From an optimization exercise on the open Yosys and OpenROAD flow, aimed at small area; shortcuts taken in it are not production practice.
RTL that was checked went through simulation tests only; none was proved equivalent to the original.
No functional check of the RTL was part of runs 3 and 4.
Power is estimated from default activity; no workload was simulated.

**design.v**
```verilog
module ecb (
    input  wire        clk,
    input  wire        rst,         
    input  wire        in_valid,
    input  wire [7:0]  in_data,
    input  wire        in_last,
    output wire        in_ready,
    output reg         done,
    output reg  [3:0]  status,
    output reg  [63:0] rdata
);
    localparam [3:0] O_NOP = 4'd0, O_RD = 4'd1, O_BLD = 4'd2, O_BLDT = 4'd3,
                     O_VER = 4'd4, O_STA = 4'd5, O_INIT = 4'd6, O_SMP = 4'd7,
                     O_SETTH = 4'd8, O_CLS = 4'd9, O_ILL = 4'd15;
    reg  [3:0]   ph;           
    reg          clr;          
    reg  [4:0]   k;            
    reg  [3:0]   op;
    reg  [7:0]   b1;           
    reg          pend, run;
    reg  [2:0]   cnt;
    reg  [11:0]  acc;
    reg          cy;
    reg          cmp_dec, cmp_lt, wrx;    
    reg          veq, bad_opc, nanf, mnz;
    reg  [7:0]   fault_r;
    reg          vok;
    reg  [3:0]   vsum_hi;
    reg          built;
    reg          avail;
    reg  [1:0]   reason, mode;
    reg          tanom;
    reg          base_valid, delta_valid, wrap_rx, wrap_tx, th_valid;
    reg  [1:0]   vstate;
    reg          vs_upd;
    reg  [127:0] bs;    
    reg  [127:0] dl;    
    reg  [127:0] fa;    
    reg  [31:0]  th;    
    reg  [63:0]  sg;    
    wire [7:0] bs_m  = bs[127:120];
    wire [7:0] dl_m  = dl[127:120];
    wire [7:0] fa_m  = fa[127:120];
    wire [7:0] fa_j1 = fa[15:8];
    wire [7:0] th_m  = th[31:24];
    wire [7:0] sg_m  = sg[63:56];
    wire [7:0] rr_m  = rdata[7:0];
    wire [7:0] rr_c1 = rdata[55:48];
    wire [3:0] pm2        = ph - 4'd2;
    wire [7:0] stage_main = ph[3]  ? sg_m      : rr_m;       
    wire [7:0] stage_j1   = pm2[3] ? sg[15:8]  : rr_c1;      
    function [3:0] opdec;
        input [7:0] b;
        case (b)
            8'h00: opdec = O_NOP;
            8'h01: opdec = O_RD;
            8'h10: opdec = O_BLD;
            8'h11: opdec = O_BLDT;
            8'h12: opdec = O_VER;
            8'h13: opdec = O_STA;
            8'h20: opdec = O_INIT;
            8'h21: opdec = O_SMP;
            8'h30: opdec = O_SETTH;
            8'h31: opdec = O_CLS;
            default: opdec = O_ILL;
        endcase
    endfunction
    function [4:0] oplen;
        input [3:0] o;
        case (o)
            O_NOP:   oplen = 5'd1;
            O_RD:    oplen = 5'd2;
            O_BLD:   oplen = 5'd7;
            O_BLDT:  oplen = 5'd7;
            O_VER:   oplen = 5'd13;
            O_STA:   oplen = 5'd13;
            O_INIT:  oplen = 5'd17;
            O_SMP:   oplen = 5'd18;
            O_SETTH: oplen = 5'd4;
            O_CLS:   oplen = 5'd10;
            default: oplen = 5'd0;
        endcase
    endfunction
    function [4:0] tgt;
        input [3:0] o;
        input [4:0] kk;
        reg [3:0] p;
        begin
            tgt = 5'd0;
            p = 4'd0;
            case (o)
                O_BLD, O_BLDT:
                    case (kk)
                        5'd1: tgt = {1'b1, 4'd5};
                        5'd2: tgt = {1'b1, 4'd4};
                        5'd3: tgt = {1'b1, 4'd1};
                        5'd4: tgt = {1'b1, 4'd0};
                        5'd5: tgt = {1'b1, (o == O_BLDT) ? 4'd15 : 4'd3};
                        5'd6: tgt = {1'b1, (o == O_BLDT) ? 4'd14 : 4'd2};
                        default: ;
                    endcase
                O_STA:
                    if (kk >= 5'd3 && kk <= 5'd6) begin
                        p = kk[3:0] + 4'd9;  tgt = {1'b1, p};
                    end else if (kk >= 5'd7 && kk <= 5'd10) begin
                        p = 4'd2 - kk[3:0];  tgt = {1'b1, p};
                    end
                O_INIT:
                    if (kk >= 5'd1 && kk <= 5'd16) begin
                        p = 4'd8 - kk[3:0];  tgt = {1'b1, p};
                    end
                O_SMP:
                    if (kk >= 5'd2 && kk <= 5'd17) begin
                        p = 4'd9 - kk[3:0];  tgt = {1'b1, p};
                    end
                O_SETTH:
                    if (kk >= 5'd1 && kk <= 5'd3) begin
                        p = kk[3:0] - 4'd1;  tgt = {1'b1, p};
                    end
                O_CLS:
                    if (kk >= 5'd2 && kk <= 5'd9) begin
                        p = 4'd12 - kk[3:0]; tgt = {1'b1, p};
                    end
                default: ;
            endcase
        end
    endfunction
    wire [4:0] tg   = tgt(op, k);
    wire       stg  = (k != 5'd0) && tg[4];
    wire [3:0] tpos = tg[3:0];
    assign in_ready = !pend && !run && (!stg || ph == tpos);
    wire accept = in_valid && in_ready;
    reg  [7:0] rsrc;
    reg  [3:0] rq;
    reg  [3:0] rn;
    reg        rok;
    wire [8:0] sum;
    always @(*) begin
        rok  = 1'b1;
        rq   = 4'd0;
        rn   = 4'd1;
        rsrc = 8'd0;
        case (b1)
            8'h00: rsrc = {4'd0, status};
            8'h01: rsrc = fault_r;
            8'h10: begin rsrc = fa_m; rq = 4'd5; end
            8'h11: begin rsrc = fa_m; rq = 4'd6; rn = 4'd2; end
            8'h12: rsrc = {7'd0, vok};
            8'h13: begin rsrc = (cnt == 3'd0) ? th_m : {4'd0, vsum_hi}; rq = 4'd3; rn = 4'd2; end
            8'h20: rsrc = built ? 8'hA0 : 8'h00;
            8'h21: rsrc = {7'd0, built};
            8'h22, 8'h23: ;
            8'h24: begin rsrc = fa_m; rq = 4'd4; end
            8'h25: begin rsrc = fa_m; rq = 4'd1; end
            8'h26: begin rsrc = fa_m; rq = 4'd0; end
            8'h27: begin rsrc = fa_m; rq = 4'd3; end
            8'h28: begin rsrc = fa_m; rq = 4'd2; end
            8'h29: begin rsrc = fa_m; rq = 4'd7; end
            8'h2A: begin rsrc = fa_m; rq = 4'd6; end
            8'h30: rsrc = {7'd0, avail};
            8'h31: rsrc = {6'd0, reason};
            8'h32: rsrc = {6'd0, mode};
            8'h33: begin rsrc = fa_m; rq = 4'd12; end
            8'h34: begin rsrc = fa_m; rq = 4'd13; end
            8'h35: begin rsrc = fa_m; rq = 4'd14; end
            8'h36: begin rsrc = fa_m; rq = 4'd15; end
            8'h37: begin rsrc = fa_m; rq = 4'd10; rn = 4'd2; end
            8'h38, 8'h39: begin rsrc = fa_m; rq = 4'd8; rn = 4'd2; end
            8'h3A: begin rsrc = sum[7:0]; rq = 4'd10; rn = 4'd2; end
            8'h3B: rsrc = {7'd0, tanom};
            8'h40: begin rsrc = bs_m; rq = 4'd0; rn = 4'd8; end
            8'h41: begin rsrc = bs_m; rq = 4'd8; rn = 4'd8; end
            8'h42: rsrc = {7'd0, base_valid};
            8'h43: begin rsrc = dl_m; rq = 4'd0; rn = 4'd8; end
            8'h44: begin rsrc = dl_m; rq = 4'd8; rn = 4'd8; end
            8'h45: rsrc = {7'd0, delta_valid};
            8'h46: rsrc = {7'd0, wrap_rx};
            8'h47: rsrc = {7'd0, wrap_tx};
            8'h50: begin rsrc = th_m; rq = 4'd0; end
            8'h51: begin rsrc = th_m; rq = 4'd1; end
            8'h52: begin rsrc = th_m; rq = 4'd2; end
            8'h53: rsrc = {7'd0, th_valid};
            8'h54: rsrc = {6'd0, vstate};
            8'h55: rsrc = {7'd0, vs_upd};
            default: rok = 1'b0;
        endcase
    end
    reg [3:0] fcode;
    always @(*) begin
        fcode = 4'd0;
        if (op == O_ILL)
            fcode = 4'd1;
        else if (k != oplen(op))
            fcode = 4'd2;
        else if ((op == O_SMP || op == O_CLS) && b1[7:1] != 7'd0)
            fcode = 4'd8;
        else begin
            case (op)
                O_RD:          if (!rok) fcode = 4'd7;
                O_BLD, O_BLDT: if (bad_opc) fcode = 4'd3;
                O_SMP:         if (!base_valid) fcode = 4'd4;
                O_CLS:
                    if (b1[0]) begin
                        if (!th_valid) fcode = 4'd5;
                        else if (nanf) fcode = 4'd6;
                    end
                default: ;
            endcase
        end
    end
    wire ok   = (fcode == 4'd0);
    wire rdgo = (op == O_RD) && ok;
    wire xe   = run && ok && (op != O_RD);      
    wire [3:0] qs  = rdgo ? rq : 4'd0;
    wire       fin = rdgo ? (cnt == 3'd7) : (ph == 4'd15);
    reg [7:0] aa, bb;
    reg       ci;
    always @(*) begin
        aa = stage_main;
        bb = 8'd0;
        ci = 1'b0;
        if (!run) begin                        
            aa = in_data; bb = ~bs_m; ci = 1'b1;
        end else begin
            case (op)
                O_RD: begin                    
                    aa = fa_m; bb = ~fa_j1; ci = (cnt == 3'd0) ? 1'b1 : cy;
                end
                O_BLDT: begin
                    aa = (ph[3:1] == 3'b001) ? stage_j1 : stage_main;
                    bb = (ph[3:1] == 3'b000) ? stage_j1 : 8'd0;
                    ci = (ph == 4'd1) ? cy : 1'b0;
                end
                O_STA: begin
                    bb = ~stage_j1; ci = (ph == 4'd10) ? 1'b1 : cy;
                end
                O_SMP: begin
                    bb = ~bs_m;
                    ci = (ph == 4'd0) ? ~wrx : (ph == 4'd8) ? ~cmp_lt : cy;
                end
                default: ;
            endcase
        end
    end
    assign sum = {1'b0, aa} + {1'b0, bb} + {8'd0, ci};
    wire [11:0] acc_base = run ? ((ph == 4'd0) ? 12'h0A1 : acc)
                               : ((k == 5'd2) ? 12'd0 : acc);
    wire [7:0]  acc_add  = run ? sum[7:0] : in_data;
    wire [11:0] acc_nx   = acc_base + {4'd0, acc_add};
    wire vok_c = (b1 == 8'd11) && (acc != 12'd0) && veq;
    wire okst  = vok_c && cmp_dec;
    wire [7:0]  u2  = sg_m;
    wire [7:0]  u3  = sg[7:0];
    wire [7:0]  u4  = sg[15:8];
    wire [10:0] ue  = {u2[6:0], u3[7:4]};
    wire        u_nan   = (ue == 11'h7FF) && mnz;
    wire        u_zero  = (ue == 11'd0) && !mnz;
    wire        u_neg   = u2[7] && !u_zero;
    wire        u_big   = (ue > 11'h406);
    wire        u_small = (ue < 11'h3FF);
    wire [2:0]  ush     = 3'd6 - ue[2:0];
    wire [7:0]  ux      = u_small ? 8'd0 : ({1'b1, u3[3:0], u4[7:5]} >> ush);
    wire        lt_l = u_neg || (!u_big && ux < th[15:8]);
    wire        lt_m = u_neg || (!u_big && ux < th[7:0]);
    wire        lt_h = u_neg || (!u_big && ux < th[31:24]);
    wire [1:0]  cls  = lt_l ? 2'd0 : lt_m ? 2'd1 : lt_h ? 2'd2 : 2'd3;
    wire ctr_x  = xe && (op == O_INIT || op == O_SMP);
    wire [7:0] bs_in = ctr_x ? stage_main : (clr ? 8'd0 : bs_m);
    wire [7:0] dl_in = ctr_x ? ((op == O_SMP) ? sum[7:0] : 8'd0) : (clr ? 8'd0 : dl_m);
    wire fa_we = xe && ((((op == O_BLD) || (op == O_BLDT)) && !ph[3]) || ((op == O_STA) && ph[3]));
    wire [7:0] fa_wd = (op == O_STA)    ? (okst ? stage_main : 8'd0) :
                       (ph[2:0] == 3'd6) ? acc[7:0] :
                       (ph[2:0] == 3'd7) ? {4'd0, acc[11:8]} : sum[7:0];
    wire [7:0] fa_in = fa_we ? fa_wd : (clr ? 8'd0 : fa_m);
    wire th_we = xe && (((op == O_SETTH) && ph < 4'd3) || (((op == O_VER) || (op == O_STA)) && ph == 4'd3));
    wire [7:0] th_wd = (op == O_SETTH) ? stage_main : acc[7:0];
    wire [7:0] th_in = th_we ? th_wd : (clr ? 8'd0 : th_m);
    wire       swr   = accept && stg;
    wire [7:0] sg_in = (swr && tpos[3]) ? in_data : sg_m;
    wire [7:0] rd_in = (run && rdgo && ({1'b0, cnt} < rn) && !clr) ? rsrc : 8'd0;
    wire [7:0] rr_in = (run && rdgo) ? rd_in : (swr && !tpos[3]) ? in_data : rr_m;
    always @(posedge clk) begin
        bs    <= {bs[119:0], bs_in};
        dl    <= {dl[119:0], dl_in};
        fa    <= {fa[119:0], fa_in};
        th    <= {th[23:0], th_in};
        sg    <= {sg[55:0], sg_in};
        rdata <= {rr_in, rdata[63:8]};
        cy    <= sum[8];
    end
    wire       s_ne  = (sum[7:0] != 8'd0);
    wire       s_lt  = !sum[8];
    wire       dec_e = (k == 5'd2 || k == 5'd10) ? 1'b0 : cmp_dec;
    always @(posedge clk) begin
        if (rst) begin
            ph      <= 4'd0;
            clr     <= 1'b1;
            k       <= 5'd0;
            pend    <= 1'b0;
            run     <= 1'b0;
            done    <= 1'b0;
            status  <= 4'd0;
            fault_r <= 8'd0;
            vok     <= 1'b0;
            vsum_hi <= 4'd0;
            built   <= 1'b0;
            avail   <= 1'b0;
            reason  <= 2'd0;
            mode    <= 2'd0;
            tanom   <= 1'b0;
            base_valid  <= 1'b0;
            delta_valid <= 1'b0;
            wrap_rx     <= 1'b0;
            wrap_tx     <= 1'b0;
            th_valid    <= 1'b0;
            vstate      <= 2'd0;
            vs_upd      <= 1'b0;
        end else begin
            ph   <= ph + 4'd1;
            done <= 1'b0;
            if (ph == 4'd15)
                clr <= 1'b0;
            if (accept) begin
                if (k != 5'd31)
                    k <= k + 5'd1;
                if (k == 5'd0) begin
                    op   <= opdec(in_data);
                    nanf <= 1'b0;
                end
                if (k == 5'd1)
                    b1 <= in_data;
                if (in_last)
                    pend <= 1'b1;
                if (k != 5'd0) begin
                    case (op)
                        O_VER, O_STA: begin
                            if (k >= 5'd2 && k <= 5'd10)
                                acc <= acc_nx;
                            if (k == 5'd11)
                                veq <= (in_data == {4'd0, acc[11:8]});
                            if (k == 5'd12)
                                veq <= veq && (in_data == acc[7:0]);
                            if (k == 5'd2) begin
                                cmp_dec <= (in_data <= 8'd3);
                                cmp_lt  <= in_data[1];
                                wrx     <= in_data[0];
                            end
                        end
                        O_BLD:
                            if (k == 5'd2) bad_opc <= (in_data == 8'd0) || (in_data > 8'd5);
                        O_BLDT:
                            if (k == 5'd2) bad_opc <= (in_data != 8'd4) && (in_data != 8'd5);
                        O_SMP:
                            if (k >= 5'd2 && k <= 5'd17) begin
                                if (!dec_e) begin
                                    cmp_dec <= s_ne;
                                    cmp_lt  <= s_lt;
                                end
                                if (k == 5'd9)
                                    wrx <= dec_e ? cmp_lt : s_lt;
                            end
                        default: ;
                    endcase
                end
            end
            if (pend && ph == qs - 4'd1) begin
                pend <= 1'b0;
                run  <= 1'b1;
                cnt  <= 3'd0;
            end
            if (run) begin
                cnt <= cnt + 3'd1;
                if (fin) begin
                    run    <= 1'b0;
                    done   <= 1'b1;
                    status <= fcode;
                    if (!ok)
                        fault_r <= fault_r | (8'd1 << (fcode - 4'd1));
                    k <= 5'd0;
                end
            end
            if (xe) begin
                case (op)
                    O_BLD, O_BLDT: begin
                        if (ph <= 4'd4)
                            acc <= acc_nx;
                        if (ph == 4'd0)
                            built <= 1'b1;
                    end
                    O_VER, O_STA:
                        if (ph == 4'd3) begin
                            vsum_hi <= acc[11:8];
                            vok     <= vok_c;
                            if (op == O_STA) begin
                                avail  <= okst;
                                mode   <= okst ? {cmp_lt, wrx} : 2'd0;
                                reason <= okst ? 2'd0 : (b1 != 8'd11) ? 2'd1 : (!vok_c) ? 2'd2 : 2'd3;
                            end
                        end else if (op == O_STA && ph == 4'd11)
                            tanom <= okst && !sum[8];
                    O_INIT:
                        if (ph == 4'd0) begin
                            base_valid  <= 1'b1;
                            delta_valid <= 1'b0;
                            wrap_rx     <= 1'b0;
                            wrap_tx     <= 1'b0;
                        end
                    O_SMP:
                        if (ph == 4'd0) begin
                            wrap_rx     <= wrx;
                            wrap_tx     <= cmp_lt;
                            delta_valid <= !b1[0];
                        end
                    O_SETTH:
                        if (ph == 4'd0)
                            th_valid <= 1'b1;
                    O_CLS: begin
                        if (ph >= 4'd3 && ph <= 4'd8)
                            mnz <= ((ph == 4'd3) ? 1'b0 : mnz) | (|stage_main);
                        if (ph == 4'd9)
                            mnz <= mnz | (|stage_main[3:0]);
                        if (ph == 4'd10) begin
                            if (b1[0]) begin
                                nanf <= u_nan;
                                if (!u_nan) begin
                                    vstate <= cls;
                                    vs_upd <= 1'b1;
                                end
                            end else
                                vs_upd <= 1'b0;
                        end
                    end
                    default: ;
                endcase
            end
        end
    end
endmodule
```
**run.sh**
```bash
#!/bin/bash
# synth_recipe.tcl (not shown) runs the flow's synth.tcl, then flattens the netlist and writes it again
# the make line also repeats each setting of config.mk as NAME=value (left out here)
make -C /OpenROAD-flow-scripts/flow DESIGN_CONFIG=/design/flow/config.mk WORK_HOME=/design/flow/orfs CLKGATE_MAP_FILE= SYNTH_SCRIPT=/design/flow/synth_recipe.tcl finish
```
**config.mk**
```make
export PLATFORM = sky130hd
export DESIGN_NAME = ecb
export DESIGN_NICKNAME = ecb
export VERILOG_FILES = /design/flow/design.v
export SDC_FILE = /design/flow/constraint.sdc
export NUM_CORES = 4
export LEC_CHECK = 0
export CAP_MARGIN = 20
export CORE_MARGIN = 2
export CORE_UTILIZATION = 40
export SLEW_MARGIN = 20
```
**constraint.sdc**
```tcl
create_clock -name core_clock -period 10.0 [get_ports {clk}]
set_input_delay 2.0000 -clock core_clock [delete_from_list [all_inputs] [get_ports {clk}]]
set_output_delay 2.0000 -clock core_clock [all_outputs]
set_load 0.01 [all_outputs]
```
==> metrics.yaml, run 1 <==
start_util_pct: 40.59
syn_nets: 1951
setup_tns_ns: 0
period_share_pct: 67.27
worstSetupStartpointType: "flip-flop"
grt_pass1_vias: 13740
post_drt_wl_per_cell_um: 21.74
grt-ovfl-total: 0
crit_family: "compound AO/OA/AOI/OAI gates"
ctsRootBufferMaster: "clkbuf_16"
synth_common_cells: "595 x dfxtp_1, 152 x nand2_1, 144 x nor2_1"
synth_mux_area_share_pct: 3.388
avgSynthCellArea_um2: 11.12
netlist_area_um2: 20860
peakVddDrop_mv: 0.1743
clock_skew_ns: 0.04126
grt_pass1_wl_mm: 86.71
use_met2_pct: 33.28
multiInputGateArea_um2: 7296
fin_util_pct: 47.48
drc_errors: 0
use_met3_pct: 3.799
cts_hold_buf: 0
cts_resized: 0
drive_gt1_share_pct: 8.654
path_class: "flip-flop to output port"
seq_area_um2: 12930
synth-xor-area-share_pct: 1.805
routabilityCongestion: 0.9630
yosys-top-cells-area: "dfxtp_1 57%, edfxtp_1 4.9%, ha_1 3.6%"
rr_worst_depth: 21
vias: 14390
max_slew_margin_pct: 20.99
yosysWarnings: 1
yosys.area_share.simple_pct: 13.48
regToRegEndpoint: "acc[8]"
cts_tree: "done"
synth_edf_count: 34
fill_cells: 4685
outcome: "complete, no violations"
drtIter0Drc: 1454
r2r_start: "op[2]"
syn_inst: 1876
path_depth: 11
grt_setup_unrepaired: "false"
max_slew.worst_pin.slew_ns: 1.152
post_cts_buffers: 0
ys.flop_type: "dfxtp_1"
fin_nets: 2028
yosysMostFrequentCell: "dfxtp_1"
synthDistinctLibCells: 97
cp_cell_sequence: "inv_1, ha_1, nand2b_1, nand3_1, and2_1, a221o_1, a211oi_1, xor2_1, a31oi_1, nor3_1, clkdlybuf4s50_1"
worstSetupStartpoint: "k[2]"
met1_usage_pct: 29.39
wirelength_mm: 58.28
track_usage_pct: 21.45
grt_antenna_before_repair: 2
ant_nets: 0
grt_max_degree: 41
crit_path_top_delay_cell: "dfxtp_1"
max_stage_delay_ns: 0.78
cts_sinks: 629
hp-class: "flip-flop to flip-flop"
die_area_um2: 54000
hold_viol: 0
endpoint_kind: "output port"
synth_top_family_by_area: "simple AND/OR/NAND/NOR gates"
cts.clk_slew.worst_paths_ns: 0.06
rrSetupSlack_ns: 3.81
endpoint: "in_ready"
cts_max_level: 2
area_growth_syn_to_layout_pct: 17.00
fp.dieW_um: 232.4
cellPowerDensity_nw_per_um2: 212.2
fmax_mhz: 148.7
layout_setup_ws_ns: 3.273
ys_seq_area_share_pct: 61.99
report.final.slew_viol_count: 0
dp.final_hpwl_mm: 42.66
pre_cts_ws_ns: 3.214
clk_latency_ns: 0.62
fin_crit_ns: 6.727
cellLeakagePower_nw: 9.247
yosysTopAreaCell: "dfxtp_1"
rows: 83
setup_viol: 0
vias_per_cell: 5.368
port_buffers: 81
cap_violations: 0
synth_fa_ha_area_share_pct: 3.886
top_usage_layer: "met2"
clk_path_buf_depth: 3
cts_inserted_buffers: 59
arrival_ns: 4.73
io_pins: 82
cp_num_buf_inv: 2
worstPathRequired_ns: 8.00
core_um2: 51410
cp_max_fo: 18
synth_top_area_share_pct: 57.09
synth-async-reset-ratio_pct: 0
ys_ff_latch: 629
dr.pass1.iters: 5
dieHeight_um: 232.4
synth_compound_area_share_pct: 12.35
-- cells by family after synthesis --
logic type,count (synthesis)
buffers and inverters,156
multiplexers,67
flip-flops,629
adder cells (fa/ha/maj),63
XOR/XNOR,43
AND/OR/NAND/NOR,545
AO/OA/AOI/OAI,373
-- power breakdown --
group          leakage [nW]  total [mW]  switching, mW  internal (mW)
combinational          3.13       0.287          0.180          0.107
clock                  1.02        2.32          0.939           1.38
sequential             5.10        2.58         0.0315           2.54
-- cell type report --
class | count | share of cell area [%]
Antenna cell | 2 | 0.02050
Clock inverter | 25 | 1.384
Multi-Input combinational cell | 1091 | 29.89
Sequential cell | 629 | 52.98
Timing Repair Buffer | 103 | 4.060
Clock buffer | 82 | 7.120
Tap cell | 680 | 3.486
Inverter | 69 | 1.061
-- worst min-delay path by stage --
stage            from  endpoint  cells after the start
6_report       dl[64]    dl[72]                      0
5_1_grt        dl[64]    dl[72]                      0
4_1_cts        dl[64]    dl[72]                      0
3_5_place_dp   fa[94]   fa[102]                      0
3_3_place_gp   sg[37]    sg[45]                      0
2_1_floorplan  bs[92]   bs[100]                      0
-- layer usage --
| metal | up-vias | wire length [um] |
|---|---|---|
| met5 | - | 13 |
| met1 | 6916 | 26180 |
| met3 | 134 | 3928 |
| met4 | 2 | 2358 |
| li1 | 6760 | - |
| met2 | 580 | 25800 |
-- worst register-to-register path: cells and delay by family, from the launching register on --
family,cells,cell delay (ns)
and+or+nand+nor,7,1.91
AOI/OAI and AO/OA,10,1.77
adders and majority gates,3,1.20
DFF,1,0.66
xor gates and xnor gates,1,0.40
-- stage by stage --
stage | instances | power (mW) | hold slack, ns | cell area (um2)
floorplan | 1876 | 2.812 | 0.3096 | 20860
global placement | 2571 | 2.912 | 0.3096 | 22290
detailed placement | 2571 | 2.911 | 0.3121 | 22290
CTS | 2678 | 5.233 | 0.2959 | 24370
global route | 2679 | 5.359 | 0.3004 | 24400
finish | 2681 | 5.181 | 0.2929 | 24410
-- registers in the layout (all words and copies together), names as in the netlist, 3 cells and up, named ones only --
register and cells:
acc 12, b1 8, bs 128, cnt 3
dl 128, fa 128, fault_r 8, k 5
op 4, ph 4, rdata 64, sg 64
status 4, th 32, vsum_hi 4
-- layout by cell type, fill, tap and decap left out, types with 21 or more instances in the layout --
cell type,n
a21oi_1,79
nand3_1,45
nor2b_1,26
dfxtp_1,595
xnor2_1,23
inv_1,68
nand2_1,152
mux2i_1,47
clkdlybuf4s50_1,80
nor3_1,29
buf_4,21
nor2_1,144
edfxtp_1,34
o21ai_0,96
ha_1,60
clkbuf_16,63
==> run 2: changes to the inputs <==
--- a/config.mk
+++ b/config.mk
@@ -6,6 +6,8 @@
 export NUM_CORES = 4
 export LEC_CHECK = 0
+export ABC_AREA = 1
 export CAP_MARGIN = 20
 export CORE_MARGIN = 2
 export CORE_UTILIZATION = 40
+export CTS_BUF_LIST = sky130_fd_sc_hd__clkbuf_4
 export SLEW_MARGIN = 20
==> run 2 against run 1 <==
Net effect:
- routed wire length rose by 0.95%
- clock-buffer cell count rose by 129
- power rose by 5.0%
- non-clock buffer count fell by 9
- critical path depth rose by 13
- worst setup slack improved by 0.16 ns
- synthesized cell count rose by 12%
- cell count rose by 15%
- critical endpoint is now acc[11]
- largest cell class unchanged
- largest power group unchanged
==> metrics.yaml, run 2 <==
yosysTopAreaCell: "dfxtp_1"
routabilityCongestion: 0.9935  # +3.2%
cts_sinks: 629  # unchanged
cpMostUsedCell: "nand2_1"
cp_max_fo: 22  # +4
cp_cell_sequence: "o21ai_0, nand2_1, mux2_2, o21ai_0, o221ai_1, nand2_1, nand2_1, fa_1, fa_1, a21oi_1, o21ai_0, xor2_1, a21oi_1, ha_1, nand2_1, o21ai_0, a21oi_1, o21bai_1, nand2_1, a21boi_0, nand3_1, xor2_1, nand2_1, o21ai_0"
post_drt_wl_per_cell_um: 19.02  # -13%
syn_inst: 2104  # +12%
crit_path_top_delay_cell: "dfxtp_1"
area_growth_syn_to_layout_pct: 16.72
fin_area_um2: 24200  # -0.86%
synth_common_cells: "595 x dfxtp_1, 343 x nand2_1, 198 x inv_1"
grt_max_degree: 32  # -22%
clock_skew_ns: 0.07951  # +0.03826 ns
outcome: "complete, no violations"
vias_per_cell: 5.055  # -5.8%
cts_hold_buf: 0  # unchanged
cp_num_buf_inv: 0  # -2
port_buffers: 81  # unchanged
ant_nets: 0  # unchanged
setup_tns_ns: 0  # unchanged
hold_viol: 0  # unchanged
placed_cell_area_um2: 22280  # about the same
cts_inserted_buffers: 154  # +160%
synth-async-reset-ratio_pct: 0  # unchanged
clk_path_buf_depth: 3  # unchanged
most-common-layout-cells: "595 x dfxtp_1, 343 x nand2_1, 211 x clkbuf_4"
ctsRootBufferMaster: "clkbuf_4"
clk_latency_ns: 0.96  # +0.34 ns
cts.clk_slew.worst_paths_ns: 0.07  # about the same
drive_gt1_share_pct: 14.55  # +5.9 points
dr.pass1.iters: 6  # +1
grt_pass1_vias: 15300  # +11%
fp.dieW_um: 231.7  # -0.31%
fmax_mhz: 152.3  # +2.5%
fin_util_pct: 47.17  # -0.31 points
track_usage_pct: 22.33  # +0.89 points
yosysMostFrequentCell: "dfxtp_1"
syn_nets: 2179  # +12%
max_stage_delay_ns: 0.90  # +0.12 ns
arrival_ns: 7.19  # +2.46 ns
grt_antenna_before_repair: 2  # unchanged
endpoint_kind: "flip-flop"
cts_resized: 0  # unchanged
grt-ovfl-total: 0  # unchanged
cap_violations: 0  # unchanged
dieHeight_um: 231.7  # -0.31%
worstHoldEndpoint: "fa[105]"
yosysWarnings: 1  # unchanged
report.final.slew_viol_count: 0  # unchanged
ys.flop_type: "dfxtp_1"
worstPathRequired_ns: 10.62  # +2.62 ns
regToRegEndpoint: "acc[11]"
drc_errors: 0  # unchanged
io_pins: 82  # unchanged
path_class: "flip-flop to flip-flop"
setup_viol: 0  # unchanged
largest_registers: "bs (128), dl (128), fa (128)"
dp.final_hpwl_mm: 44.47  # +4.2%
ys_ff_latch: 629  # unchanged
cellLeakagePower_nw: 10.15  # +9.8%
peakVddDrop_mv: 0.09733  # -44%
core_um2: 51300  # -0.20%
yosys-top-cells-area: "dfxtp_1 57%, nand2_1 6.2%, edfxtp_1 4.9%"
fin_nets: 2385  # +18%
drtIter0Drc: 1568  # +7.8%
wirelength_mm: 58.84  # +0.95%
period_share_pct: 65.65  # -1.6 points
crit_family: "compound AO/OA/AOI/OAI gates"
hp-class: "flip-flop to flip-flop"
avgSynthCellArea_um2: 9.854  # -11%
synth_top_area_share_pct: 57.45  # +0.36 points
pre_cts_ws_ns: 3.060  # -0.1546 ns
worstHoldStart: "fa[97]"
cts_max_level: 4  # +2
max_slew.worst_pin.slew_ns: 1.263  # +0.1106 ns
hold-worst-slack_ns: 0.2711  # -0.02186 ns
synth_edf_count: 34  # unchanged
cts_tree: "done"
r2r_start: "ph[3]"
whs_path_depth: 0  # unchanged
synthDistinctLibCells: 67  # -31%
max_slew_margin_pct: 15.12  # -5.9 points
vias: 15640  # +8.7%
netlist_area_um2: 20730  # -0.63%
worstSetupStartpointType: "flip-flop"
final_common_cell: "dfxtp_1"
rrSetupSlack_ns: 3.43  # -0.38 ns
ys_seq_area_share_pct: 62.38  # +0.39 points
post_cts_buffers: 0  # unchanged
fin_crit_ns: 6.565  # -0.1618 ns
rows: 83  # unchanged
grt_pass1_wl_mm: 89.22  # +2.9%
rr_worst_depth: 24  # +14%
cellPowerDensity_nw_per_um2: 224.8  # +5.9%
grt_setup_unrepaired: "false"
start_util_pct: 40.41  # -0.17 points
layout_setup_ws_ns: 3.435  # +0.1618 ns
die_area_um2: 53670  # -0.62%
-- run 2: worst register-to-register path, stage by stage (launching register included) --
cell and delay (ns):
dfxtp_1 0.90, o21ai_0 0.39, nand2_1 0.44, mux2_2 0.42, o21ai_0 0.17, o221ai_1 0.14, nand2_1 0.09, nand2_1 0.08
fa_1 0.47, fa_1 0.42, a21oi_1 0.16, o21ai_0 0.14, xor2_1 0.44, a21oi_1 0.14, ha_1 0.37, nand2_1 0.07
o21ai_0 0.27, a21oi_1 0.11, o21bai_1 0.17, nand2_1 0.10, a21boi_0 0.32, nand3_1 0.14, xor2_1 0.16, nand2_1 0.06
o21ai_0 0.09
-- run 2: final cells by class --
cell class                 instances  area [um2]
antenna                            2       5.005
clock buffer                     211        1584
clock inverter                    47       329.1
fill                            4881       27100
inverter                         220       830.8
multi-input combinational       1211        6761
sequential                       629       12930
tap                              680       850.8
timing repair buffer              94       905.9
-- run 2: routing by layer --
metal	track usage, %	part of all wire (%)
met2	34.02	44
met1	28.33	44
met4	12.90	4.4
met3	6.312	7.9
met5	0	0
-- run 2: kinds of logic after synthesis --
group                      synth area share [%]
adders and majority gates                 3.911
buffers and inverters                     5.075
and+or+nand+nor                           16.14
xor gates and xnor gates                  1.267
muxes                                    0.3681
AOI/OAI and AO/OA                         10.86
DFF                                       62.38
-- run 2: worst max path at each step --
stage | startpoint | endpoint | slack, ns | cells past startpoint
floorplan | in_data[0] | acc[11] | 4.37 | 20
global placement | in_data[0] | acc[11] | 3.19 | 20
detailed placement | in_data[0] | acc[11] | 3.06 | 20
CTS | ph[3] | acc[11] | 3.49 | 24
global route | ph[3] | acc[11] | 2.78 | 27
finish | ph[3] | acc[11] | 3.43 | 24
-- run 2: per-stage QoR --
stage	power, mW	std cells
after CTS	5.518	3091
after floorplan	3.120	2104
after global placement	3.446	2833
after global routing	5.733	3094
final	5.441	3094
after detailed placement	3.455	2833
-- run 2: where the power goes --
group,switching [mW],internal [mW],total [mW]
Sequential,0.0908,2.65,2.74
Clock,0.967,1.07,2.03
Combinational,0.385,0.284,0.669
Total,1.44,4.00,5.44
==> run 3: changes to the inputs <==
--- a/design.v
+++ b/design.v
@@ -10,7 +10,7 @@
     output reg  [63:0] rdata
 );
-    localparam [3:0] O_NOP = 4'd0, O_RD = 4'd1, O_BLD = 4'd2, O_BLDT = 4'd3,
-                     O_VER = 4'd4, O_STA = 4'd5, O_INIT = 4'd6, O_SMP = 4'd7,
-                     O_SETTH = 4'd8, O_CLS = 4'd9, O_ILL = 4'd15;
+    localparam [3:0] O_NOP = 4'd0, O_RD = 4'd1, O_VER = 4'd2, O_ILL = 4'd3,
+                     O_BLD = 4'd4, O_BLDT = 4'd5, O_STA = 4'd6, O_SETTH = 4'd7,
+                     O_INIT = 4'd8, O_SMP = 4'd9, O_CLS = 4'd10;
     reg  [3:0]   ph;           
     reg          clr;          
@@ -30,5 +30,4 @@
     reg          avail;
     reg  [1:0]   reason, mode;
-    reg          tanom;
     reg          base_valid, delta_valid, wrap_rx, wrap_tx, th_valid;
     reg  [1:0]   vstate;
@@ -47,4 +46,5 @@
     wire [7:0] rr_m  = rdata[7:0];
     wire [7:0] rr_c1 = rdata[55:48];
+    wire [7:0] rr_c5 = rdata[23:16];    
     wire [3:0] pm2        = ph - 4'd2;
     wire [7:0] stage_main = ph[3]  ? sg_m      : rr_m;       
@@ -82,51 +82,16 @@
         endcase
     endfunction
-    function [4:0] tgt;
+    function [3:0] cpos;
         input [3:0] o;
-        input [4:0] kk;
-        reg [3:0] p;
-        begin
-            tgt = 5'd0;
-            p = 4'd0;
-            case (o)
-                O_BLD, O_BLDT:
-                    case (kk)
-                        5'd1: tgt = {1'b1, 4'd5};
-                        5'd2: tgt = {1'b1, 4'd4};
-                        5'd3: tgt = {1'b1, 4'd1};
-                        5'd4: tgt = {1'b1, 4'd0};
-                        5'd5: tgt = {1'b1, (o == O_BLDT) ? 4'd15 : 4'd3};
-                        5'd6: tgt = {1'b1, (o == O_BLDT) ? 4'd14 : 4'd2};
-                        default: ;
-                    endcase
-                O_STA:
-                    if (kk >= 5'd3 && kk <= 5'd6) begin
-                        p = kk[3:0] + 4'd9;  tgt = {1'b1, p};
-                    end else if (kk >= 5'd7 && kk <= 5'd10) begin
-                        p = 4'd2 - kk[3:0];  tgt = {1'b1, p};
-                    end
-                O_INIT:
-                    if (kk >= 5'd1 && kk <= 5'd16) begin
-                        p = 4'd8 - kk[3:0];  tgt = {1'b1, p};
-                    end
-                O_SMP:
-                    if (kk >= 5'd2 && kk <= 5'd17) begin
-                        p = 4'd9 - kk[3:0];  tgt = {1'b1, p};
-                    end
-                O_SETTH:
-                    if (kk >= 5'd1 && kk <= 5'd3) begin
-                        p = kk[3:0] - 4'd1;  tgt = {1'b1, p};
-                    end
-                O_CLS:
-                    if (kk >= 5'd2 && kk <= 5'd9) begin
-                        p = 4'd12 - kk[3:0]; tgt = {1'b1, p};
-                    end
-                default: ;
-            endcase
-        end
+        case (o)
+            O_BLD, O_BLDT:  cpos = 4'd6;
+            O_STA, O_SETTH: cpos = 4'd2;
+            O_INIT:         cpos = 4'd8;
+            O_SMP:          cpos = 4'd9;
+            default:        cpos = 4'd12;
+        endcase
     endfunction
-    wire [4:0] tg   = tgt(op, k);
-    wire       stg  = (k != 5'd0) && tg[4];
-    wire [3:0] tpos = tg[3:0];
+    wire       stg  = (k != 5'd0) && (op[3:2] != 2'b00);
+    wire [3:0] tpos = cpos(op) - k[3:0];
     assign in_ready = !pend && !run && (!stg || ph == tpos);
     wire accept = in_valid && in_ready;
@@ -147,13 +112,13 @@
             8'h11: begin rsrc = fa_m; rq = 4'd6; rn = 4'd2; end
             8'h12: rsrc = {7'd0, vok};
-            8'h13: begin rsrc = (cnt == 3'd0) ? th_m : {4'd0, vsum_hi}; rq = 4'd3; rn = 4'd2; end
+            8'h13: begin rsrc = (cnt == 3'd0) ? th_m : {4'd0, vsum_hi}; rq = 4'd2; rn = 4'd2; end
             8'h20: rsrc = built ? 8'hA0 : 8'h00;
             8'h21: rsrc = {7'd0, built};
             8'h22, 8'h23: ;
             8'h24: begin rsrc = fa_m; rq = 4'd4; end
-            8'h25: begin rsrc = fa_m; rq = 4'd1; end
-            8'h26: begin rsrc = fa_m; rq = 4'd0; end
-            8'h27: begin rsrc = fa_m; rq = 4'd3; end
-            8'h28: begin rsrc = fa_m; rq = 4'd2; end
+            8'h25: begin rsrc = fa_m; rq = 4'd3; end
+            8'h26: begin rsrc = fa_m; rq = 4'd2; end
+            8'h27: begin rsrc = fa_m; rq = 4'd1; end
+            8'h28: begin rsrc = fa_m; rq = 4'd0; end
             8'h29: begin rsrc = fa_m; rq = 4'd7; end
             8'h2A: begin rsrc = fa_m; rq = 4'd6; end
@@ -161,12 +126,12 @@
             8'h31: rsrc = {6'd0, reason};
             8'h32: rsrc = {6'd0, mode};
-            8'h33: begin rsrc = fa_m; rq = 4'd12; end
-            8'h34: begin rsrc = fa_m; rq = 4'd13; end
-            8'h35: begin rsrc = fa_m; rq = 4'd14; end
-            8'h36: begin rsrc = fa_m; rq = 4'd15; end
+            8'h33: begin rsrc = fa_m; rq = 4'd15; end
+            8'h34: begin rsrc = fa_m; rq = 4'd14; end
+            8'h35: begin rsrc = fa_m; rq = 4'd13; end
+            8'h36: begin rsrc = fa_m; rq = 4'd12; end
             8'h37: begin rsrc = fa_m; rq = 4'd10; rn = 4'd2; end
             8'h38, 8'h39: begin rsrc = fa_m; rq = 4'd8; rn = 4'd2; end
             8'h3A: begin rsrc = sum[7:0]; rq = 4'd10; rn = 4'd2; end
-            8'h3B: rsrc = {7'd0, tanom};
+            8'h3B: begin rsrc = {7'd0, !cy}; rq = 4'd12; end
             8'h40: begin rsrc = bs_m; rq = 4'd0; rn = 4'd8; end
             8'h41: begin rsrc = bs_m; rq = 4'd8; rn = 4'd8; end
@@ -177,7 +142,7 @@
             8'h46: rsrc = {7'd0, wrap_rx};
             8'h47: rsrc = {7'd0, wrap_tx};
-            8'h50: begin rsrc = th_m; rq = 4'd0; end
-            8'h51: begin rsrc = th_m; rq = 4'd1; end
-            8'h52: begin rsrc = th_m; rq = 4'd2; end
+            8'h50: begin rsrc = th_m; rq = 4'd1; end
+            8'h51: begin rsrc = th_m; rq = 4'd0; end
+            8'h52: begin rsrc = th_m; rq = 4'd3; end
             8'h53: rsrc = {7'd0, th_valid};
             8'h54: rsrc = {6'd0, vstate};
@@ -220,18 +185,14 @@
         bb = 8'd0;
         ci = 1'b0;
-        if (!run) begin                        
+        if (op == O_RD) begin                  
+            aa = fa_m; bb = ~fa_j1; ci = (ph == 4'd10) ? 1'b1 : cy;
+        end else if (!run) begin               
             aa = in_data; bb = ~bs_m; ci = 1'b1;
         end else begin
             case (op)
-                O_RD: begin                    
-                    aa = fa_m; bb = ~fa_j1; ci = (cnt == 3'd0) ? 1'b1 : cy;
-                end
                 O_BLDT: begin
-                    aa = (ph[3:1] == 3'b001) ? stage_j1 : stage_main;
-                    bb = (ph[3:1] == 3'b000) ? stage_j1 : 8'd0;
-                    ci = (ph == 4'd1) ? cy : 1'b0;
-                end
-                O_STA: begin
-                    bb = ~stage_j1; ci = (ph == 4'd10) ? 1'b1 : cy;
+                    aa = (ph[3:1] == 3'b000) ? rr_c5 : stage_main;
+                    bb = (ph[3:1] == 3'b001) ? stage_j1 : 8'd0;
+                    ci = (ph == 4'd3) ? cy : 1'b0;
                 end
                 O_SMP: begin
@@ -239,4 +200,7 @@
                     ci = (ph == 4'd0) ? ~wrx : (ph == 4'd8) ? ~cmp_lt : cy;
                 end
+                O_CLS: begin                   
+                    aa = acc[7:0]; bb = ~th_m; ci = 1'b1;
+                end
                 default: ;
             endcase
@@ -261,8 +225,5 @@
     wire [2:0]  ush     = 3'd6 - ue[2:0];
     wire [7:0]  ux      = u_small ? 8'd0 : ({1'b1, u3[3:0], u4[7:5]} >> ush);
-    wire        lt_l = u_neg || (!u_big && ux < th[15:8]);
-    wire        lt_m = u_neg || (!u_big && ux < th[7:0]);
-    wire        lt_h = u_neg || (!u_big && ux < th[31:24]);
-    wire [1:0]  cls  = lt_l ? 2'd0 : lt_m ? 2'd1 : lt_h ? 2'd2 : 2'd3;
+    wire        u_lt = acc[8] || (!acc[9] && !sum[8]);    
     wire ctr_x  = xe && (op == O_INIT || op == O_SMP);
     wire [7:0] bs_in = ctr_x ? stage_main : (clr ? 8'd0 : bs_m);
@@ -273,5 +234,5 @@
                        (ph[2:0] == 3'd7) ? {4'd0, acc[11:8]} : sum[7:0];
     wire [7:0] fa_in = fa_we ? fa_wd : (clr ? 8'd0 : fa_m);
-    wire th_we = xe && (((op == O_SETTH) && ph < 4'd3) || (((op == O_VER) || (op == O_STA)) && ph == 4'd3));
+    wire th_we = xe && (((op == O_SETTH) && (ph[3:1] == 3'b000 || ph == 4'd15)) || (((op == O_VER) || (op == O_STA)) && ph == 4'd2));
     wire [7:0] th_wd = (op == O_SETTH) ? stage_main : acc[7:0];
     wire [7:0] th_in = th_we ? th_wd : (clr ? 8'd0 : th_m);
@@ -308,5 +269,4 @@
             reason  <= 2'd0;
             mode    <= 2'd0;
-            tanom   <= 1'b0;
             base_valid  <= 1'b0;
             delta_valid <= 1'b0;
@@ -389,5 +349,5 @@
                     end
                     O_VER, O_STA:
-                        if (ph == 4'd3) begin
+                        if (ph == 4'd2) begin
                             vsum_hi <= acc[11:8];
                             vok     <= vok_c;
@@ -397,6 +357,5 @@
                                 reason <= okst ? 2'd0 : (b1 != 8'd11) ? 2'd1 : (!vok_c) ? 2'd2 : 2'd3;
                             end
-                        end else if (op == O_STA && ph == 4'd11)
-                            tanom <= okst && !sum[8];
+                        end
                     O_INIT:
                         if (ph == 4'd0) begin
@@ -420,14 +379,17 @@
                         if (ph == 4'd9)
                             mnz <= mnz | (|stage_main[3:0]);
-                        if (ph == 4'd10) begin
-                            if (b1[0]) begin
+                        if (b1[0]) begin
+                            if (ph == 4'd10) begin
                                 nanf <= u_nan;
+                                acc  <= {2'b00, u_big, u_neg, ux};
                                 if (!u_nan) begin
-                                    vstate <= cls;
+                                    vstate <= 2'd3;
                                     vs_upd <= 1'b1;
                                 end
-                            end else
-                                vs_upd <= 1'b0;
-                        end
+                            end
+                            if (ph >= 4'd11 && ph <= 4'd13 && u_lt)
+                                vstate <= 2'd13 - ph[1:0];
+                        end else if (ph == 4'd10)
+                            vs_upd <= 1'b0;
                     end
                     default: ;
--- a/config.mk
+++ b/config.mk
@@ -10,4 +10,6 @@
 export CORE_MARGIN = 2
 export CORE_UTILIZATION = 40
-export CTS_BUF_LIST = sky130_fd_sc_hd__clkbuf_4
+export CTS_BUF_LIST = sky130_fd_sc_hd__clkbuf_8
+export CTS_CLUSTER_DIAMETER = 50
+export CTS_CLUSTER_SIZE = 16
 export SLEW_MARGIN = 20
==> run 3 against run 2 <==
Net effect:
- area after synthesis decreased by 2.6%
- first-iteration DRC count decreased by 1.0%
- cell area decreased by 5.8%
- die area decreased by 2.5%
- power decreased by 13%
- sequential cell count decreased by 1
- utilization decreased by 1.6 points
- combinational power decreased by 14%
- worst hold slack improved by 0.023 ns
- maximum frequency about the same
- clock-buffer cell count decreased by 157
==> metrics.yaml, run 3 <==
outcome: "complete, no violations"
start_util_pct: 40.43  # about the same
setup_tns_ns: 0  # unchanged
yosysMostFrequentCell: "dfxtp_1"
synthDistinctLibCells: 61  # -9.0%
vias_per_cell: 5.126  # +1.4%
cts.clk_slew.worst_paths_ns: 0.09  # +0.02 ns
rows: 82  # -1.2%
ys_ff_latch: 628  # -0.16%
peakVddDrop_mv: 0.1446  # +49%
most-common-layout-cells: "594 x dfxtp_1, 338 x nand2_1, 194 x o21ai_0"
grt-ovfl-total: 0  # unchanged
port_buffers: 81  # unchanged
post_drt_wl_per_cell_um: 20.17  # +6.1%
routabilityCongestion: 0.9304  # -6.4%
drive_gt1_share_pct: 6.688  # -7.9 points
grt_pass1_wl_mm: 86.04  # -3.6%
placed_cell_area_um2: 21780  # -2.2%
yosys-top-cells-area: "dfxtp_1 59%, nand2_1 6.3%, edfxtp_1 5.1%"
fmax_mhz: 152.2  # about the same
clk_path_buf_depth: 3  # unchanged
worstSetupStartpoint: "op[1]"
ctsRootBufferMaster: "clkbuf_8"
pre_cts_ws_ns: 3.132  # +0.07204 ns
post_cts_buffers: 0  # unchanged
synth_common_cells: "594 x dfxtp_1, 338 x nand2_1, 194 x o21ai_0"
dieHeight_um: 228.7  # -1.3%
fin_area_um2: 22790  # -5.8%
power.total_mw: 4.752  # -13%
die_area_um2: 52320  # -2.5%
netlist_area_um2: 20200  # -2.6%
rr_worst_depth: 31  # +29%
fin_crit_ns: 6.568  # +0.003380 ns
report.final.slew_viol_count: 0  # unchanged
avgSynthCellArea_um2: 9.811  # -0.44%
highest_layer: "met4"
cellPowerDensity_nw_per_um2: 208.5  # -7.3%
crit_path_top_delay_cell: "nor2_1"
syn_inst: 2059  # -2.1%
setup_viol: 0  # unchanged
cp_max_fo: 8  # -64%
hold_viol: 0  # unchanged
layout_setup_ws_ns: 3.432  # -0.003380 ns
grt_antenna_before_repair: 3  # +1
met3_length_mm: 3.595  # -23%
r2r_start: "op[1]"
cts_resized: 0  # unchanged
arrival_ns: 7.02  # -0.17 ns
cts_max_level: 2  # -2
max_slew.worst_pin.slew_ns: 0.9847  # -0.2780 ns
path_class: "flip-flop to flip-flop"
worstPathRequired_ns: 10.45  # -0.17 ns
drc_errors: 0  # unchanged
drtIter0Drc: 1552  # -1.0%
endpoint_kind: "flip-flop"
clock_skew_ns: 0.05061  # -0.02891 ns
cts_tree: "done"
dp.final_hpwl_mm: 43.61  # -1.9%
cts_sinks: 628  # -0.16%
cap_violations: 0  # unchanged
vias: 14630  # -6.4%
seq_area_um2: 12910  # -0.15%
grt_setup_unrepaired: "false"
synth-async-reset-ratio_pct: 0  # unchanged
met2_length_mm: 26.42  # +2.2%
diodes: 0  # -2
regToRegEndpoint: "acc[9]"
grt_max_degree: 43  # +34%
cts_inserted_buffers: 54  # -65%
wirelength_mm: 57.58  # -2.1%
endpoint: "acc[9]"
yosysTopAreaCell: "dfxtp_1"
ant_nets: 0  # unchanged
grt_pass1_vias: 13940  # -8.9%
synth_edf_count: 34  # unchanged
hp-class: "flip-flop to flip-flop"
rrSetupSlack_ns: 3.43  # about the same
core_um2: 49970  # -2.6%
final_common_cell: "dfxtp_1"
fin_nets: 2218  # -7.0%
syn_nets: 2116  # -2.9%
drt-met1-wl_mm: 25.29  # -1.8%
fill_cells: 4847  # -0.70%
period_share_pct: 65.68  # about the same
dr.pass1.iters: 6  # unchanged
max_slew_margin_pct: 33.81  # +19 points
clk_latency_ns: 0.71  # -0.25 ns
max_stage_delay_ns: 0.72  # -0.18 ns
area_growth_syn_to_layout_pct: 12.82
worstSetupStartpointType: "flip-flop"
cpMostUsedCell: "nand2_1"
yosysWarnings: 2  # +1
fp.dieW_um: 228.7  # -1.3%
ys.flop_type: "dfxtp_1"
hold-worst-slack_ns: 0.2941  # +0.02298 ns
io_pins: 82  # unchanged
cts_hold_buf: 0  # unchanged
cellLeakagePower_nw: 9.146  # -9.9%
synth_top_area_share_pct: 58.87  # +1.4 points
multiInputGateArea_um2: 6364  # -5.9%
track_usage_pct: 21.84  # -0.49 points
largest_registers: "bs (128), dl (128), fa (128)"
ys_seq_area_share_pct: 63.92  # +1.5 points
run 3: cell types whose count changed after synthesis, sizes merged, moves of 9 or more:
| cell | previous run | this run |
|---|---|---|
| o21ai | 178 | 213 |
| inv | 218 | 188 |
| a21oi | 104 | 76 |
| ha | 60 | 41 |
| nand2 | 364 | 346 |
| clkbuf | 24 | 37 |
| nand4 | 32 | 22 |
| o31ai | 9 | 19 |
| nor2 | 163 | 154 |
| o22ai | 28 | 19 |
run 3: power breakdown:
group / switching, mW / internal [mW]
clock network: 0.843 / 0.561
registers: 0.112 / 2.66
logic: 0.361 / 0.216
total: 1.32 / 3.44
run 3: final cells by class:
class | instances | area share [%]
Clock buffer | 54 | 3.261
Clock inverter | 24 | 1.164
Inverter | 189 | 3.124
Multi-Input combinational cell | 1188 | 27.92
Sequential cell | 628 | 56.66
Tap cell | 672 | 3.689
Timing Repair Buffer | 100 | 4.183
run 3: stage by stage:
step / cells / utilization [%]
after global placement: 2777 / 43.59
after floorplan: 2059 / -
after detailed placement: 2777 / 43.59
after CTS: 2855 / 45.61
final: 2855 / 45.61
after global routing: 2855 / 45.61
run 3: how the worst min path moves through the flow:
stage               startpoint      end  depth (start not counted)
finish                  dl[14]   dl[22]                          0
global placement        fa[67]   fa[75]                          0
CTS                     dl[14]   dl[22]                          0
global route            fa[27]   fa[35]                          0
detailed placement     bs[103]  bs[111]                          0
floorplan               bs[92]  bs[100]                          0
run 3: cells by family (layout without fill, tap and decap cells):
kind of cell               after synthesis  in the layout  share of synthesized area (%)
AOI/OAI and AO/OA                      408            408                          11.84
xor gates and xnor gates                34             34                          1.474
adders and majority gates               45             45                          2.936
buffers and inverters                  243            367                          4.621
DFF                                    628            628                          63.92
muxes                                    5              5                         0.2540
and+or+nand+nor                        696            696                          14.96
run 3: metal layers:
metal,vias to the layer above,global-route usage [%]
met2,553,35.05
met1,6886,29.33
met4,0,8.967
met3,135,3.568
li1,7060,-
met5,-,0
run 3: critical path: cells and delay by family (launching register included):
kind / cells / cell delay [ns]
AO/OA/AOI/OAI: 9 / 1.50
XOR/XNOR: 2 / 0.61
adder cells (fa/ha/maj): 2 / 0.55
buffers and inverters: 5 / 0.86
flip-flops: 1 / 0.46
AND/OR/NAND/NOR: 13 / 2.37
==> run 4: changes to the inputs <==
--- a/config.mk
+++ b/config.mk
@@ -10,6 +10,6 @@
 export CORE_MARGIN = 2
 export CORE_UTILIZATION = 40
-export CTS_BUF_LIST = sky130_fd_sc_hd__clkbuf_8
-export CTS_CLUSTER_DIAMETER = 50
-export CTS_CLUSTER_SIZE = 16
+export CTS_BUF_LIST = sky130_fd_sc_hd__clkbuf_16
+export CTS_CLUSTER_DIAMETER = 60
+export CTS_CLUSTER_SIZE = 24
 export SLEW_MARGIN = 20
==> run 4 against run 3 <==
Net effect:
- largest cell class unchanged
- sequential cell count unchanged
- clock-buffer cell count down 13
- maximum frequency up 1.5%
- synthesized cell count unchanged
- cell area up 1.1%
- utilization up 0.52 points
- register-to-register slack better by 0.099 ns
- sequential power about the same
- clock skew down 0.0084 ns
- worst setup slack better by 0.099 ns
- global-route usage down 0.060 points
==> metrics.yaml, run 4 <==
period_share_pct: 64.69  # -0.99 points
drive_gt1_share_pct: 5.953  # -0.74 points
post_drt_wl_per_cell_um: 20.31  # +0.70%
cts_sinks: 628  # unchanged
endpoint: "acc[9]"
endpoint_kind: "flip-flop"
grt_max_degree: 43  # unchanged
cp_max_fo: 8  # unchanged
vias: 14680  # +0.29%
dr.pass1.iters: 6  # unchanged
grt-ovfl-total: 0  # unchanged
grt_antenna_before_repair: 3  # unchanged
clk_latency_ns: 0.60  # -0.11 ns
fp.dieW_um: 228.7  # unchanged
fin_crit_ns: 6.469  # -0.09935 ns
ys.flop_type: "dfxtp_1"
max_slew_margin_pct: 32.10  # -1.7 points
worstSetupStartpointType: "flip-flop"
syn_inst: 2059  # unchanged
hold_viol: 0  # unchanged
cts_tree: "done"
core_um2: 49970  # unchanged
yosysTopAreaCell: "dfxtp_1"
synth_top_area_share_pct: 58.87  # unchanged
cts.clk_slew.worst_paths_ns: 0.09  # about the same
outcome: "complete, no violations"
netlist_area_um2: 20200  # unchanged
yosys-top-cells-area: "dfxtp_1 59%, nand2_1 6.3%, edfxtp_1 5.1%"
cts_resized: 0  # unchanged
cellLeakagePower_nw: 9.242  # +1.0%
dp.final_hpwl_mm: 43.61  # unchanged
synth_common_cells: "594 x dfxtp_1, 338 x nand2_1, 194 x o21ai_0"
area_growth_syn_to_layout_pct: 14.10
max_slew.worst_pin.slew_ns: 1.010  # +0.02539 ns
rr_worst_depth: 31  # unchanged
arrival_ns: 6.79  # -0.23 ns
rrSetupSlack_ns: 3.53  # +0.10 ns
grt_pass1_vias: 13860  # -0.57%
dieHeight_um: 228.7  # unchanged
port_buffers: 81  # unchanged
final_common_cell: "dfxtp_1"
rows: 82  # unchanged
fin_util_pct: 46.13  # +0.52 points
grt_pass1_wl_mm: 85.88  # -0.18%
yosysMostFrequentCell: "dfxtp_1"
vias_per_cell: 5.170  # +0.86%
most-common-layout-cells: "594 x dfxtp_1, 338 x nand2_1, 194 x o21ai_0"
largest_registers: "bs (128), dl (128), fa (128)"
fmax_mhz: 154.6  # +1.5%
start_util_pct: 40.43  # unchanged
ctsRootBufferMaster: "clkbuf_16"
routabilityCongestion: 0.9304  # unchanged
path_class: "flip-flop to flip-flop"
synthDistinctLibCells: 61  # unchanged
worstPathRequired_ns: 10.32  # -0.13 ns
max_stage_delay_ns: 0.67  # -0.05 ns
grt_setup_unrepaired: "false"
clk_path_buf_depth: 3  # unchanged
crit_path_top_delay_cell: "nor2_1"
ys_seq_area_share_pct: 63.92  # unchanged
worstSetupStartpoint: "op[1]"
track_usage_pct: 21.78  # -0.060 points
worstHoldStart: "sg[40]"
cts_hold_buf: 0  # unchanged
clock_skew_ns: 0.04217  # -0.008436 ns
drtIter0Drc: 1599  # +3.0%
setup_tns_ns: 0  # unchanged
report.final.slew_viol_count: 0  # unchanged
hp-class: "flip-flop to flip-flop"
ant_nets: 0  # unchanged
cellPowerDensity_nw_per_um2: 216.9  # +4.0%
diodes: 0  # unchanged
cpMostUsedCell: "nand2_1"
yosysWarnings: 2  # unchanged
synth_edf_count: 34  # unchanged
synth-async-reset-ratio_pct: 0  # unchanged
cap_violations: 0  # unchanged
die_area_um2: 52320  # unchanged
syn_nets: 2116  # unchanged
r2r_start: "op[1]"
ys_ff_latch: 628  # unchanged
fill_cells: 4821  # -0.54%
cts_inserted_buffers: 40  # -26%
post_cts_buffers: 0  # unchanged
io_pins: 82  # unchanged
drc_errors: 0  # unchanged
cts_max_level: 2  # unchanged
wirelength_mm: 57.66  # +0.13%
avgSynthCellArea_um2: 9.811  # unchanged
regToRegEndpoint: "acc[9]"
setup_viol: 0  # unchanged
peakVddDrop_mv: 0.2068  # +43%
fin_nets: 2204  # -0.63%
==> run 4: cell counts after synthesis <==
Identical to the previous run, type by type.
==> run 4: final cells by class <==
class	instances	area, um2	share of cell area (%)
tap	672	840.8	3.648
clock inverter	21	240.2	1.042
timing repair buffer	100	953.4	4.137
inverter	189	711.9	3.089
clock buffer	41	1026	4.451
sequential	628	12910	56.02
multi-input combinational	1188	6364	27.61
==> run 4: per-layer routing <==
metal,vias up,share of wire (%),track usage [%]
li1,7035,-,-
met2,576,46,35.17
met1,6931,44,29.23
met5,-,0,0
met3,135,6.3,3.393
met4,0,4.3,8.783
==> run 4: cell families after synthesis <==
| logic type | share of synthesized area (%) |
|---|---|
| and+or+nand+nor | 14.96 |
| AOI/OAI and AO/OA | 11.84 |
| buffers and inverters | 4.621 |
| DFF | 63.92 |
| muxes | 0.2540 |
| adders and majority gates | 2.936 |
| xor gates and xnor gates | 1.474 |
==> run 4: worst max-delay path, delay by kind of cell, from the launching register on <==
kind,cells,cell delay [ns]
simple gates,13,2.29
compound gates,9,1.50
buf+inv,5,0.84
xor+xnor,2,0.61
fa+ha+maj,2,0.55
flops,1,0.45
==> run 4: report_power, final <==
| group | internal, mW | total, mW | switching, mW |
|---|---|---|---|
| Clock | 0.784 | 1.65 | 0.867 |
| Combinational | 0.216 | 0.577 | 0.361 |
| Sequential | 2.66 | 2.77 | 0.113 |
| Total | 3.66 | 5.00 | 1.34 |
==> run 4: per-stage QoR <==
stage | hold WS, ns | area [um2] | std cells | power [mW] | setup WS (ns)
after global placement | 0.3096 | 21780 | 2777 | 3.391 | 3.131
after CTS | 0.3170 | 23050 | 2839 | 5.045 | 3.695
after global routing | 0.3216 | 23050 | 2839 | 5.215 | 2.910
final | 0.3183 | 23050 | 2839 | 5.000 | 3.531
after detailed placement | 0.3121 | 21780 | 2777 | 3.396 | 3.132
after floorplan | 0.3096 | 20200 | 2059 | 3.114 | 4.489
==> run 4: worst min-delay path by stage <==
stage	to	slack, ns	cells after the start
5_1_grt	fa[75]	0.32	0
4_1_cts	fa[75]	0.32	0
3_3_place_gp	fa[75]	0.31	0
2_1_floorplan	bs[100]	0.31	0
6_report	sg[48]	0.32	0
3_5_place_dp	bs[111]	0.31	0

what the ideal ports hide:
The results above use ideal ports. As a check the final layouts listed here were re-extracted and re-timed, cells and wires unchanged. Step 1, drivers: a clkbuf_16 drives clk and a buf_2 each remaining input, both assumed. Step 2 also shifts input and output timing later by t, the mid clock arrival at the registers, as if the neighbouring blocks saw the same clock. Three values: ideal ports, drivers, drivers and shift; two values: the first two.
| run | shift t [ns] | slack for setup (ns) | worst hold slack (ns) | cell pins on the clock port's net |
|---|---|---|---|---|
| run 1 | 0.660 | 3.273 / 3.216 / 3.100 | 0.293 / 0.293 / 0.293 | 1 |
| run 2 | 0.971 | 3.435 / 3.435 / 3.000 | 0.271 / 0.271 / 0.271 | 1 |
| run 3 | 0.734 | 3.432 / 3.432 / 3.018 | 0.294 / 0.294 / 0.294 | 1 |
| run 4 | 0.637 | 3.531 / 3.531 / 3.009 | 0.318 / 0.318 / 0.318 | 1 |
After both steps setup and hold are still met in every run listed. The setup slack of run 4, which loses most, moves by 0.000 ns with the drivers and by -0.522 ns with both steps.
